This design comes from an exercise in tuning for small area, a short achievable clock period and few clock cycles on the open sky130 flow, not from production work. Function was checked by simulation only, so behaviour that the tests miss may differ from the original.

===== flow/config.mk =====
export PLATFORM = sky130hd
export DESIGN_NAME = intcode_core
export DESIGN_NICKNAME = intcode_core
export VERILOG_FILES = /design/flow/design.v
export SDC_FILE = /design/flow/constraint.sdc
export NUM_CORES = 4
export LEC_CHECK = 0
export CAP_MARGIN = 20
export CORE_MARGIN = 2
export CORE_UTILIZATION = 40
export SLEW_MARGIN = 20

===== flow/constraint.sdc =====
create_clock -name core_clock -period 45.0 [get_ports {clk}]
set_input_delay 9.0000 -clock core_clock [delete_from_list [all_inputs] [get_ports {clk}]]
set_output_delay 9.0000 -clock core_clock [all_outputs]
set_load 0.01 [all_outputs]

===== flow/design.v =====
module intcode_core (
    input  wire        clk,
    input  wire        rst,           
    input  wire [15:0] sp_init,       
    output wire        mem_req,
    output wire        mem_we,
    output wire [14:0] mem_addr,
    output wire [15:0] mem_wdata,
    input  wire        mem_gnt,
    input  wire        mem_rvalid,
    input  wire [15:0] mem_rdata,
    output reg         out_valid,     
    output reg  [7:0]  out_byte,
    output reg         halted,        
    output reg         faulted,       
    output reg  [2:0]  fault_code,
    output reg  [17:0] fault_pc,
    output wire [15:0] acc
);
    localparam integer MEMSIZE   = 19900;
    localparam integer PROGSTART = 401;
    localparam [15:0]  BUDGET    = 16'd32767;
    localparam [15:0] INPUT_HANDLE = 16'd1;
    localparam [15:0] PRINT_HANDLE = 16'd2;
    localparam [15:0] SYS_SELECTINPUT  = 16'd11;
    localparam [15:0] SYS_SELECTOUTPUT = 16'd12;
    localparam [15:0] SYS_READCHAR     = 16'd13;
    localparam [15:0] SYS_WRITECHAR    = 16'd14;
    localparam [15:0] SYS_STOP         = 16'd30;
    localparam [15:0] SYS_LEVEL        = 16'd31;
    localparam [15:0] SYS_LONGJUMP     = 16'd32;
    localparam [15:0] SYS_MAKECLOSURE  = 16'd40;
    localparam [15:0] SYS_FINDOUTPUT   = 16'd41;
    localparam [15:0] SYS_FINDINPUT    = 16'd42;
    localparam [2:0] F_MEM    = 3'd1;
    localparam [2:0] F_OPCODE = 3'd2;
    localparam [2:0] F_OPER   = 3'd3;
    localparam [2:0] F_BUDGET = 3'd4;
    localparam [5:0] S_FETCH   = 6'd0,
                     S_RREQ    = 6'd1,
                     S_RWAIT   = 6'd2,
                     S_WREQ    = 6'd3,
                     S_DECODE  = 6'd4,
                     S_DWORD   = 6'd5,
                     S_OPER    = 6'd6,
                     S_IND     = 6'd7,
                     S_EXEC    = 6'd8,
                     S_DONE    = 6'd9,
                     S_X1      = 6'd10,
                     S_RET1    = 6'd11,
                     S_RET2    = 6'd12,
                     S_SW1     = 6'd13,
                     S_SW2     = 6'd14,
                     S_SW3     = 6'd15,
                     S_SW4     = 6'd16,
                     S_SW5     = 6'd17,
                     S_CALL2   = 6'd18,
                     S_CALL3   = 6'd19,
                     S_SYSARG  = 6'd20,
                     S_LJ2     = 6'd21,
                     S_MC2     = 6'd22,
                     S_MC3     = 6'd23,
                     S_MC4     = 6'd24,
                     S_MC5     = 6'd25,
                     S_MC6     = 6'd26,
                     S_MC7     = 6'd27,
                     S_HALT    = 6'd28;
    reg [5:0] state, ret;
    reg  [15:0] a, b;
    reg  [15:0] sp;
    reg  signed [17:0] pc;
    reg  [15:0] cout;
    reg  [15:0] steps;
    reg  [15:0] ir;
    reg  signed [17:0] ipc;
    reg  signed [17:0] d;
    reg  signed [17:0] fr;         
    reg  [15:0] t1, t2;
    reg  [15:0] cnt, idx;
    reg  signed [17:0] maddr;
    reg  [15:0] mwdata;
    reg  [15:0] rdat;
    assign acc = a;
    wire [2:0] op_f = ir[2:0];
    wire       op_i = ir[3];
    wire       op_p = ir[4];
    wire       op_d = ir[5];
    function in_range;
        input signed [17:0] x;
        begin
            in_range = (x >= 18'sd0) && (x < MEMSIZE);
        end
    endfunction
    function signed [17:0] sx;
        input [15:0] w;
        begin
            sx = {{2{w[15]}}, w};
        end
    endfunction
    assign mem_req   = (state == S_RREQ && in_range(maddr)) || (state == S_WREQ);
    assign mem_we    = (state == S_WREQ);
    assign mem_addr  = maddr[14:0];
    assign mem_wdata = mwdata;
    wire signed [16:0] sb17 = {b[15], b};
    wire signed [16:0] sa17 = {a[15], a};
    wire signed [16:0] tq   = (a == 16'd0) ? 17'sd0 : sb17 / sa17;
    wire signed [16:0] tr   = (a == 16'd0) ? 17'sd0 : sb17 % sa17;
    wire        adjust      = (tr != 17'sd0) && (tr[16] != sa17[16]);
    wire [15:0] quot        = adjust ? tq[15:0] - 16'd1 : tq[15:0];
    wire [15:0] remf        = adjust ? tr[15:0] + a     : tr[15:0];
    wire [15:0] prod        = b * a;
    wire        lt          = $signed(b) < $signed(a);
    wire        eq          = (b == a);
    reg  [15:0] alu;
    always @(*) begin
        case (d[4:0])
            5'd2:  alu = 16'd0 - a;
            5'd3:  alu = ~a;
            5'd5:  alu = prod;
            5'd6:  alu = (a == 16'd0) ? a : quot;
            5'd7:  alu = (a == 16'd0) ? a : remf;
            5'd8:  alu = b + a;
            5'd9:  alu = b - a;
            5'd10: alu = {16{eq}};
            5'd11: alu = {16{~eq}};
            5'd12: alu = {16{lt}};
            5'd13: alu = {16{~lt}};
            5'd14: alu = {16{~lt & ~eq}};
            5'd15: alu = {16{lt | eq}};
            5'd16: alu = (a >= 16'd16) ? 16'd0 : (b << a[3:0]);
            5'd17: alu = (a >= 16'd16) ? 16'd0 : (b >> a[3:0]);
            5'd18: alu = b & a;
            5'd19: alu = b | a;
            5'd20: alu = b ^ a;
            5'd21: alu = ~(b ^ a);
            default: alu = a;
        endcase
    end
    wire signed [17:0] d_p = op_p ? d + sx(sp) : d;
    wire signed [17:0] nf = fr + sx(t2) + 18'sd1;
    wire signed [17:0] sw_val_addr = pc + 18'sd2 + {1'b0, idx, 1'b0};
    always @(posedge clk) begin
        out_valid <= 1'b0;
        if (rst) begin
            state      <= S_FETCH;
            ret        <= S_FETCH;
            a          <= 16'd0;
            b          <= 16'd0;
            sp         <= sp_init;
            pc         <= PROGSTART;
            cout       <= PRINT_HANDLE;
            steps      <= 16'd0;
            halted     <= 1'b0;
            faulted    <= 1'b0;
            fault_code <= 3'd0;
            fault_pc   <= 18'd0;
            out_byte   <= 8'd0;
        end else begin
            case (state)
                S_RREQ: begin
                    if (!in_range(maddr)) begin
                        faulted    <= 1'b1;
                        fault_code <= F_MEM;
                        fault_pc   <= ipc;
                        state      <= S_HALT;
                    end else if (mem_gnt) begin
                        state <= S_RWAIT;
                    end
                end
                S_RWAIT: begin
                    if (mem_rvalid) begin
                        rdat  <= mem_rdata;
                        state <= ret;
                    end
                end
                S_WREQ: begin
                    if (mem_gnt)
                        state <= ret;
                end
                S_FETCH: begin
                    ipc <= pc;
                    if (steps == BUDGET) begin
                        faulted    <= 1'b1;
                        fault_code <= F_BUDGET;
                        fault_pc   <= pc;
                        state      <= S_HALT;
                    end else begin
                        maddr <= pc;
                        ret   <= S_DECODE;
                        state <= S_RREQ;
                    end
                end
                S_DECODE: begin
                    ir <= rdat;
                    if (rdat[7:6] != 2'b00) begin
                        faulted    <= 1'b1;
                        fault_code <= F_OPCODE;
                        fault_pc   <= ipc;
                        state      <= S_HALT;
                    end else if (rdat[5]) begin
                        maddr <= pc + 18'sd1;
                        ret   <= S_DWORD;
                        state <= S_RREQ;
                    end else begin
                        d     <= {10'd0, rdat[15:8]};
                        pc    <= pc + 18'sd1;
                        state <= S_OPER;
                    end
                end
                S_DWORD: begin
                    d     <= sx(rdat);
                    pc    <= pc + 18'sd2;
                    state <= S_OPER;
                end
                S_OPER: begin
                    if (op_i) begin
                        maddr <= d_p;
                        ret   <= S_IND;
                        state <= S_RREQ;
                    end else begin
                        d     <= d_p;
                        state <= S_EXEC;
                    end
                end
                S_IND: begin
                    d     <= sx(rdat);
                    state <= S_EXEC;
                end
                S_EXEC: begin
                    case (op_f)
                        3'd0: begin  
                            b     <= a;
                            a     <= d[15:0];
                            state <= S_DONE;
                        end
                        3'd1: begin  
                            maddr  <= d;
                            mwdata <= a;
                            if (!in_range(d)) begin
                                faulted    <= 1'b1;
                                fault_code <= F_MEM;
                                fault_pc   <= ipc;
                                state      <= S_HALT;
                            end else begin
                                ret   <= S_DONE;
                                state <= S_WREQ;
                            end
                        end
                        3'd2: begin  
                            a     <= a + d[15:0];
                            state <= S_DONE;
                        end
                        3'd3: begin  
                            pc    <= d;
                            state <= S_DONE;
                        end
                        3'd4: begin  
                            if (a != 16'd0) pc <= d;
                            state <= S_DONE;
                        end
                        3'd5: begin  
                            if (a == 16'd0) pc <= d;
                            state <= S_DONE;
                        end
                        3'd6: begin  
                            fr <= d + sx(sp);
                            if ($signed(a) < PROGSTART) begin
                                maddr <= d + sx(sp) + 18'sd2;
                                case (a)
                                    SYS_SELECTINPUT, SYS_SELECTOUTPUT, SYS_WRITECHAR,
                                    SYS_STOP, SYS_LONGJUMP, SYS_MAKECLOSURE: begin
                                        ret   <= S_SYSARG;
                                        state <= S_RREQ;
                                    end
                                    SYS_READCHAR: begin
                                        a     <= 16'hFFFF;  
                                        state <= S_DONE;
                                    end
                                    SYS_LEVEL: begin
                                        a     <= sp;
                                        state <= S_DONE;
                                    end
                                    SYS_FINDOUTPUT: begin
                                        a     <= PRINT_HANDLE;
                                        state <= S_DONE;
                                    end
                                    SYS_FINDINPUT: begin
                                        a     <= INPUT_HANDLE;
                                        state <= S_DONE;
                                    end
                                    default: state <= S_DONE;  
                                endcase
                            end else begin
                                maddr  <= d + sx(sp);
                                mwdata <= sp;
                                if (!in_range(d + sx(sp))) begin
                                    faulted    <= 1'b1;
                                    fault_code <= F_MEM;
                                    fault_pc   <= ipc;
                                    state      <= S_HALT;
                                end else if (!in_range(d + sx(sp) + 18'sd1)) begin
                                    faulted    <= 1'b1;
                                    fault_code <= F_MEM;
                                    fault_pc   <= ipc;
                                    state      <= S_HALT;
                                end else begin
                                    ret   <= S_CALL2;
                                    state <= S_WREQ;
                                end
                            end
                        end
                        default: begin  
                            if (d < 18'sd1 || d > 18'sd23) begin
                                faulted    <= 1'b1;
                                fault_code <= F_OPER;
                                fault_pc   <= ipc;
                                state      <= S_HALT;
                            end else begin
                                case (d[4:0])
                                    5'd1: begin  
                                        maddr <= sx(a);
                                        ret   <= S_X1;
                                        state <= S_RREQ;
                                    end
                                    5'd4: begin  
                                        maddr <= sx(sp) + 18'sd1;
                                        ret   <= S_RET1;
                                        state <= S_RREQ;
                                    end
                                    5'd22: begin  
                                        halted <= 1'b1;
                                        state  <= S_HALT;
                                    end
                                    5'd23: begin  
                                        maddr <= pc;
                                        ret   <= S_SW1;
                                        state <= S_RREQ;
                                    end
                                    default: begin
                                        a     <= alu;
                                        state <= S_DONE;
                                    end
                                endcase
                            end
                        end
                    endcase
                end
                S_X1: begin
                    a     <= rdat;
                    state <= S_DONE;
                end
                S_RET1: begin
                    t1    <= rdat;
                    maddr <= sx(sp);
                    ret   <= S_RET2;
                    state <= S_RREQ;
                end
                S_RET2: begin
                    pc    <= sx(t1);
                    sp    <= rdat;
                    state <= S_DONE;
                end
                S_SW1: begin
                    cnt   <= rdat;
                    maddr <= pc + 18'sd1;
                    ret   <= S_SW2;
                    state <= S_RREQ;
                end
                S_SW2: begin
                    t1    <= rdat;
                    idx   <= 16'd0;
                    state <= S_SW3;
                end
                S_SW3: begin
                    if ($signed({1'b0, idx}) >= $signed({cnt[15], cnt})) begin
                        pc    <= sx(t1);
                        state <= S_DONE;
                    end else begin
                        maddr <= sw_val_addr;
                        ret   <= S_SW4;
                        state <= S_RREQ;
                    end
                end
                S_SW4: begin
                    t2    <= rdat;
                    maddr <= sw_val_addr + 18'sd1;
                    ret   <= S_SW5;
                    state <= S_RREQ;
                end
                S_SW5: begin
                    if (t2 == a) begin
                        pc    <= sx(rdat);
                        state <= S_DONE;
                    end else begin
                        idx   <= idx + 16'd1;
                        state <= S_SW3;
                    end
                end
                S_CALL2: begin
                    maddr  <= fr + 18'sd1;
                    mwdata <= pc[15:0];
                    ret    <= S_CALL3;
                    state  <= S_WREQ;
                end
                S_CALL3: begin
                    sp    <= fr[15:0];
                    pc    <= sx(a);
                    state <= S_DONE;
                end
                S_SYSARG: begin
                    case (a)
                        SYS_SELECTOUTPUT: begin
                            cout  <= rdat;
                            state <= S_DONE;
                        end
                        SYS_WRITECHAR: begin
                            if (cout == PRINT_HANDLE) begin
                                out_valid <= 1'b1;
                                out_byte  <= rdat[7:0];
                            end
                            state <= S_DONE;
                        end
                        SYS_STOP: begin
                            a      <= rdat;
                            halted <= 1'b1;
                            state  <= S_HALT;
                        end
                        SYS_LONGJUMP: begin
                            t1    <= rdat;
                            maddr <= fr + 18'sd3;
                            ret   <= S_LJ2;
                            state <= S_RREQ;
                        end
                        SYS_MAKECLOSURE: begin
                            t1    <= rdat;
                            maddr <= fr + 18'sd3;
                            ret   <= S_MC2;
                            state <= S_RREQ;
                        end
                        default: state <= S_DONE;  
                    endcase
                end
                S_LJ2: begin
                    sp    <= t1;
                    pc    <= sx(rdat);
                    state <= S_DONE;
                end
                S_MC2: begin
                    t2    <= rdat;
                    state <= S_MC3;
                end
                S_MC3: begin
                    if (!in_range(nf) || !in_range(nf + 18'sd1) ||
                        !in_range(nf + 18'sd2) || !in_range(nf + 18'sd3)) begin
                        faulted    <= 1'b1;
                        fault_code <= F_MEM;
                        fault_pc   <= ipc;
                        state      <= S_HALT;
                    end else begin
                        maddr  <= nf;
                        mwdata <= sp;
                        ret    <= S_MC4;
                        state  <= S_WREQ;
                    end
                end
                S_MC4: begin
                    maddr  <= nf + 18'sd1;
                    mwdata <= pc[15:0];
                    ret    <= S_MC5;
                    state  <= S_WREQ;
                end
                S_MC5: begin
                    maddr  <= nf + 18'sd2;
                    mwdata <= fr[15:0];
                    ret    <= S_MC6;
                    state  <= S_WREQ;
                end
                S_MC6: begin
                    maddr  <= nf + 18'sd3;
                    mwdata <= t2;
                    ret    <= S_MC7;
                    state  <= S_WREQ;
                end
                S_MC7: begin
                    sp    <= nf[15:0];
                    pc    <= sx(t1);
                    state <= S_DONE;
                end
                S_DONE: begin
                    steps <= steps + 16'd1;
                    state <= S_FETCH;
                end
                default: state <= S_HALT;  
            endcase
        end
    end
endmodule

===== flow/run.sh =====
#!/bin/bash
# synth_recipe.tcl (not shown) runs the flow's synth.tcl, then flattens the netlist and writes it again
# the make line also repeats each setting of config.mk as NAME=value (left out here)
make -C /OpenROAD-flow-scripts/flow DESIGN_CONFIG=/design/flow/config.mk WORK_HOME=/design/flow/orfs CLKGATE_MAP_FILE= SYNTH_SCRIPT=/design/flow/synth_recipe.tcl finish

==> flow_summary.json <==
{
  "status": "complete, no violations",
  "synth-simple-area-share_pct": 21.3,
  "grtUsageTotal_pct": 36.7,
  "initial_core_util_pct": 40.2,
  "die_area_sq_um": 112000,
  "synth_edf_count": 189,
  "hold_viol": 0,
  "fp.dieW_microns": 334,
  "grt_max_degree": 79,
  "cpMaxStageDelayCell": "or3_1",
  "io_buffers": 116,
  "synth_cells": 5773,
  "hold_ws_ns": 0.451,
  "synth_xor_area_share_pct": 8.65,
  "ys_seq_area_share_pct": 18.7,
  "slew_viol_final": 0,
  "cts_root_buf": "clkbuf_16",
  "cts.sinks": 313,
  "path_clk_slew_ns": 0.06,
  "setup_viol_count_final": 0,
  "synth_cell_type_count": 112,
  "synth-compound-area-share_pct": 27.4,
  "async_flop_share_pct": 0,
  "ios": 117,
  "yosys-top-cells-count": "nand2_1 (625), nor2_1 (574), a21oi_1 (454), ha_1 (384), o21ai_0 (313)",
  "hpwl_microns": 156000,
  "yosysMostFrequentCell": "nand2_1",
  "slowest_delay_ns": 0.72,
  "criticalPathCategory": "reg -> reg",
  "grt_pass1_wl_microns": 307000,
  "yosysTopAreaCellShare_pct": 13.0,
  "fin_crit_ns": 42.07,
  "vias": 48600,
  "ant_nets": 0,
  "hold-path-cell-count": 2,
  "worst_pin_slew_ns": 1.25,
  "cts_buffers": 40,
  "finalWirelength_microns": 213000,
  "fin_nets": 6275,
  "reg2reg_slack_ns": 2.93,
  "yosys.area.top_type": "edfxtp_1",
  "worstPathArrival_ns": 42.57,
  "drcViolationCount": 0,
  "gr-total-overflow": 0,
  "netlist_area_sq_um": 43600,
  "yosys_warnings": 1,
  "design.core.area_sq_um": 109000,
  "cp_max_fo": 24,
  "post-route-period-util_pct": 93.5,
  "vias_per_cell": 6.73,
  "synth_ff_type": "edfxtp_1",
  "worst_ep_required_time_ns": 45.50,
  "syn_to_final_growth_pct": 10.2,
  "synthAdderAreaFrac_pct": 15.3,
  "reg2reg_depth": 158,
  "row_count": 121,
  "hold_class": "reg -> reg",
  "synthMuxAreaShare_pct": 2.66,
  "synth_fp_nets": 6282,
  "ys_ff_latch": 313,
  "crit_path_frequent_cell": "ha_1",
  "start_kind": "flop",
  "drive_gt1_share_pct": 7.36,
  "timing.fmax_ghz": 0.0238,
  "synth_top_family_by_area": "compound AO/OA/AOI/OAI gates",
  "htreeDepth": 2,
  "grt_pass1_vias": 45100,
  "gp_congestion": 1.05,
  "slew_headroom_pct": 16.4,
  "cts-hold-fix-buffers": 0,
  "wl_per_cell_microns": 29.5,
  "syn_avg_cell_area_sq_um": 7.56,
  "ctsLongestPathBuffers": 3,
  "cts_tree": "built",
  "end_kind": "flop",
  "die_h_microns": 334,
  "clock_skew_ns": 0.0302,
  "clock_latency_ns": 0.62,
  "antenna_found_initial": 5,
  "cap_violations": 0,
  "first_iter_violations": 8135,
  "tns_ns": 0,
  "dr.pass1.iters": 9,
  "synth_area_leaders": "edfxtp_1 (13%), ha_1 (11%), dfxtp_1 (5.7%), xnor2_1 (5.6%), nand2_1 (5.4%)"
}
-- final cells by class --
class | instances | area [sq um]
inverter | 320 | 1210
multi-input combinational | 4787 | 33100
fill | 11000 | 60400
clock buffer | 50 | 1090
timing repair buffer | 303 | 2550
tap | 1414 | 1770
antenna | 9 | 22.5
timing repair inverter | 1 | 5.00
sequential | 313 | 8160
clock inverter | 24 | 218
-- placed cells by master, fill, tap and decap left out, drive strengths merged, types with 154 or more instances in the layout --
master / Yosys / layout
inv: 308 / 314
edfxtp: 189 / 189
buf: 73 / 188
nand2: 625 / 625
a21oi: 457 / 457
ha: 384 / 384
xnor2: 279 / 279
nand3: 183 / 183
o21ai: 326 / 326
nor3: 154 / 154
nor2: 575 / 575
-- critical path: cells and delay by family (launching register included) --
kind,cells,cell delay [ns]
compound gates,78,19.77
xor+xnor,1,0.20
fa+ha+maj,17,5.57
buf+inv,14,2.94
flops,1,0.32
mux,3,0.69
simple gates,45,12.38
-- final timing paths --
check        startpoint       to
max                a[1]    a[15]
min             cout[2]  cout[2]
max reg2reg        a[1]    a[15]
min reg2reg     cout[2]  cout[2]
-- metrics by stage --
| step | std cells | worst slack (ns) | util (%) | cell area, sq um |
|---|---|---|---|---|
| after floorplan | 5773 | 7.53 | - | 43600 |
| final | 7221 | 2.93 | 44.3 | 48100 |
| after CTS | 7207 | 1.67 | 44.2 | 48000 |
| after detailed placement | 7133 | 1.86 | 43.0 | 46700 |
| after global routing | 7212 | -0.119 | 44.3 | 48100 |
| after global placement | 7133 | 3.33 | 43.0 | 46700 |
-- cells by family (layout without fill, tap and decap cells) --
group | after synthesis | after routing
compound gates | 1766 | 1766
xor+xnor | 431 | 431
fa+ha+maj | 480 | 480
buf+inv | 673 | 698
flops | 313 | 313
mux | 110 | 110
other cells | 2 | 11
simple gates | 1998 | 1998
-- state kept, by name, summed over array words and instances (netlist names), 18 cells and up --
register / count
maddr: 18
fault_pc: 18
ipc: 18
pc: 18
d: 18
fr: 18
-- layer usage --
metal	GRT usage, %	part of all wire [%]	up-vias
met3	10.2	13	868
met1	48.7	40	23000
met4	22.6	7.7	8
met5	0.391	0.048	-
met2	52.1	40	3525
li1	-	-	21200
-- timing repair --
item                       in CTS  in global routing
setup buffers                   0                  0
setup endpoints to repair       0                 16
resized for setup               0                 14
Testbench counts, summed over its fixed seeds: cycles 2,229,032.

==> what the ideal ports hide <==
How much do the figures lean on ideal ports? The routed layout below was timed once more, with nothing changed but the port constraints.
Step 1 (the two cells are an assumption about what drives the block):
set clk [get_ports {clk}]
set_driving_cell -lib_cell sky130_fd_sc_hd__clkbuf_16 $clk
set_driving_cell -lib_cell sky130_fd_sc_hd__buf_2 [delete_from_list [all_inputs] $clk]
Step 2 adds t to the input delays and takes it off the output delays; t is the mean of the earliest and latest rising clock arrival at the registers after step 1. Input paths then give back, and output paths get back, about the clock's delay inside the block.
Slacks: ideal ports / drivers / drivers and shift; pairs: ideal ports / drivers.
t, ns: 0.680
setup WS [ns]: 2.932 / 2.932 / 2.932
worst data-port slew with drivers (ns): 0.04
After both steps this run still meets setup and hold. The setup slack of this run moves by 0.000 ns with the drivers and by 0.000 ns with both steps.
